Background: an optimization exercise with open tools, aiming at small area, a short achievable clock period and few clock cycles per item. Do not read the settings as production practice. At most, simulation tests tie the RTL to the original design; equivalence was not proved. Power and IR drop assume default switching activity.

## 06-06
// emu_cpu
module emu_cpu (
    input  wire        clk,
    input  wire        rst,
    input  wire        tick,
    input  wire        warm,
    output reg         busy,
    output reg         done,
    output reg         mem_re,
    output reg         mem_we,
    output wire [15:0] mem_addr,
    output wire [7:0]  mem_wdata,
    input  wire [7:0]  mem_rdata,
    output wire [15:0] pc,
    output reg  [7:0]  a,
    output wire [7:0]  p,
    output reg         halted,
    output wire [31:0] total_cycles
);
Settings: LEC_CHECK=0, ABC_AREA=1, CAP_MARGIN=20, CORE_MARGIN=2, CORE_UTILIZATION=40, PLACE_DENSITY=0.6, SETUP_SLACK_MARGIN=3.0, SLEW_MARGIN=20; clock period 5.0 ns.
standard.sh (not shown) runs the stock make flow with config.mk's settings and CLKGATE_MAP_FILE= SYNTH_SCRIPT=/design/flow/synth_recipe.tcl, a recipe that flattens the netlist after the stock synthesis.
==> flow/flow/run.sh <==
#!/bin/bash
# Standard layout, except: every port is buffered by sky130_fd_sc_hd__buf_1;
# synthesis maps adders as plain logic (no Kogge-Stone carry map, no full- or
# half-adder extraction); and ABC's area script (used with ABC_AREA 1) is
# replaced by flow/abc_area.script. Registers are mapped exactly as in the
# standard synthesis (only the combinational mapping differs).
set -euo pipefail
W=$PWD
rm -rf "$W/scripts_mod"
cp -r "$FLOW_HOME/scripts" "$W/scripts_mod"
cp "$W/flow/abc_area.script" "$W/scripts_mod/abc_area.script"
bash standard.sh SCRIPTS_DIR="$W/scripts_mod" ADDER_MAP_FILE= SYNTH_OPERATIONS_ARGS=-nordff \
    BUFFER_PORTS_ARGS="-buffer_cell sky130_fd_sc_hd__buf_1" finish > standard.log 2>&1
==> flow/flow/abc_area.script <==
strash
&get -n
&fraig -x
&put
scorr
dc2
dretime
strash
&get -n
&dch -f
&nf -D 500
&put
buffer -p
upsize -D 500
dnsize -D 500
stime -p
Every stage of the flow completed for 06-06, and the final layout passed the timing, design-rule and antenna checks.
Testbench counts of 06-06, summed over its fixed seeds: cycles 128,529, ticks 80.
For 12-04, these inputs were changed with respect to 06-06:
# 06-06
export LEC_CHECK = 0
export ABC_AREA = 1
export CAP_MARGIN = 20
export CORE_MARGIN = 2
export CORE_UTILIZATION = 40
export PLACE_DENSITY = 0.6
export SETUP_SLACK_MARGIN = 3.0
export SLEW_MARGIN = 20
create_clock -name core_clock -period 5.0 [get_ports {clk}]
# 12-04
export LEC_CHECK = 0
export ABC_AREA = 1
export CAP_MARGIN = 20
export CORE_MARGIN = 2
export CORE_UTILIZATION = 40
export PLACE_DENSITY = 0.6
export SETUP_SLACK_MARGIN = 3.1
export SLEW_MARGIN = 20
create_clock -name core_clock -period 5.0 [get_ports {clk}]
==> flow/flow/run.sh <==
#!/bin/bash
# Standard layout, with every port buffered by sky130_fd_sc_hd__buf_1.
set -euo pipefail
bash standard.sh BUFFER_PORTS_ARGS="-buffer_cell sky130_fd_sc_hd__buf_1" finish > standard.log 2>&1
removed: flow/flow/abc_area.script
==> comparison <==
[12-04 vs 06-06] fraction of final layout cells with drive strength greater than 1: higher in 12-04
Met1 routed wirelength after detailed routing: 12-04 > 06-06
Between 12-04 and 06-06, global router's overall resource usage is lower for 06-06, 12-04 comes in above that.
Summary of 12-04 over 06-06: fmax increased 120 MHz; overall via count from detail_route up 702.
Changes observed in 12-04 relative to 06-06: mapped cell area increased about 11%; proportion of power drawn by combinational gates increased 0.8 points.
[12-04] synthesis-to-finish area growth rose 1.9 points relative to 06-06

* * *

run A:
Another version of the RTL of emu_cpu (not shown whole).
Size in the first run: ~6000 sq um of cells after synthesis.
Settings: LEC_CHECK=0, CAP_MARGIN=20, CORE_MARGIN=2, CORE_UTILIZATION=40, PLACE_DENSITY=0.6, SLEW_MARGIN=20; clock period 5.0 ns.
==> flow/flow/run.sh <==
#!/bin/bash
# Standard layout, with every port buffered by sky130_fd_sc_hd__buf_1.
set -euo pipefail
bash standard.sh BUFFER_PORTS_ARGS="-buffer_cell sky130_fd_sc_hd__buf_1" finish > standard.log 2>&1
Having completed the whole flow, run A delivered a layout that passed the timing, design-rule and antenna checks.
## Diff of input files: run B against run A
Settings: an added SETUP_SLACK_MARGIN of 2.6.
Notes after the runs:
Sort run A and run B by shortest clock period the worst path allows after layout, ascending, and run B comes first. Diff run A -> run B | share of the core filled with cells in the final layout | increase of 1.2 points. Sort run A and run B by combinational group share of total power, descending, and run B comes first. Finished layout cell area, run B vs run A: up by a few percent.
The inputs of run C differ from those of run B as listed below.
Settings: SETUP_SLACK_MARGIN now 2.9, was 2.6; ABC_AREA now 1, previously not set.
Findings:
No stage failed in run C, and the final checks on the layout all came back clean. Relative to run B, switching component of the power decreased by 6.3 uW in run C. Compared to run B, the router laid down more metal wire for run C. Run C gives less effective utilization at floorplan than run B did. Run C vs run B — post-layout worst setup margin rose 0.16 ns. Per-instance average area after synthesis (run C vs. run B) decreases by more than 10%. Looking at overall power of the completed layout across both flows, run C is the weaker of the two, with run B ahead.
Input changes introduced in run D (baseline for comparison: run C):
Settings: removing ABC_AREA (formerly 1).
Findings:
- Internal power component of run C is on par with run D.
- From run D to run C, sequential cell count did not move at all.
- Going from run C to run D, hold slack grew by 0.011 ns, wire length has decreased, synthesized instance count lost about 21%.
- Comparing run C and run D, the higher total vias in the final route is on run C.
- Time the worst path needs with I/O delays and setup deteriorates in run D relative to run C.
- Of run C and run D, the higher horizontal die dimension belongs to run C.
- Changes observed in run D relative to run C: non-clock buffer count increased by 11 relative to the old numbers; number of gates on the worst path with buffers counted decreased by 7 relative to the old numbers; area after synthesis decreased by 3.2% relative to the old numbers.
No run of this note included a check of the RTL's function; only the layout flow was run.

separate check: timing with driven ports:
In the flow no input, the clock included, has a driving cell. The finished layouts below were timed again as built, in two steps. Step 1: set_driving_cell puts a clkbuf_16 on clk and a buf_2 on each other input, an assumption about the parent block. Step 2, shift: input delay + t, output delay - t, t = (earliest + latest rising clock arrival at the registers) / 2. This alone moves slack from input paths to output paths. a / b / c = ideal ports / drivers / drivers and shift; a / b = the first two.
run	t, ns	setup WS [ns]	hold WS [ns]	worst data-port slew with drivers (ns)
06-06	0.380	2.529 / 2.529 / 2.253	0.426 / 0.426 / 0.426	0.06
12-04	0.392	3.098 / 3.078 / 2.799	0.410 / 0.410 / 0.410	0.04
run A	0.449	1.894 / 1.894 / 1.894	0.502 / 0.502 / 0.502	0.04
run B	0.457	2.645 / 2.645 / 2.308	0.496 / 0.496 / 0.496	0.04
run C	0.453	2.804 / 2.804 / 2.625	0.478 / 0.478 / 0.478	0.03
run D	0.456	2.670 / 2.670 / 2.498	0.490 / 0.490 / 0.490	0.04
After both steps setup and hold are still met in every run listed. For run B, which loses most, drivers alone change the setup slack by 0.000 ns; drivers and shift together by -0.337 ns.
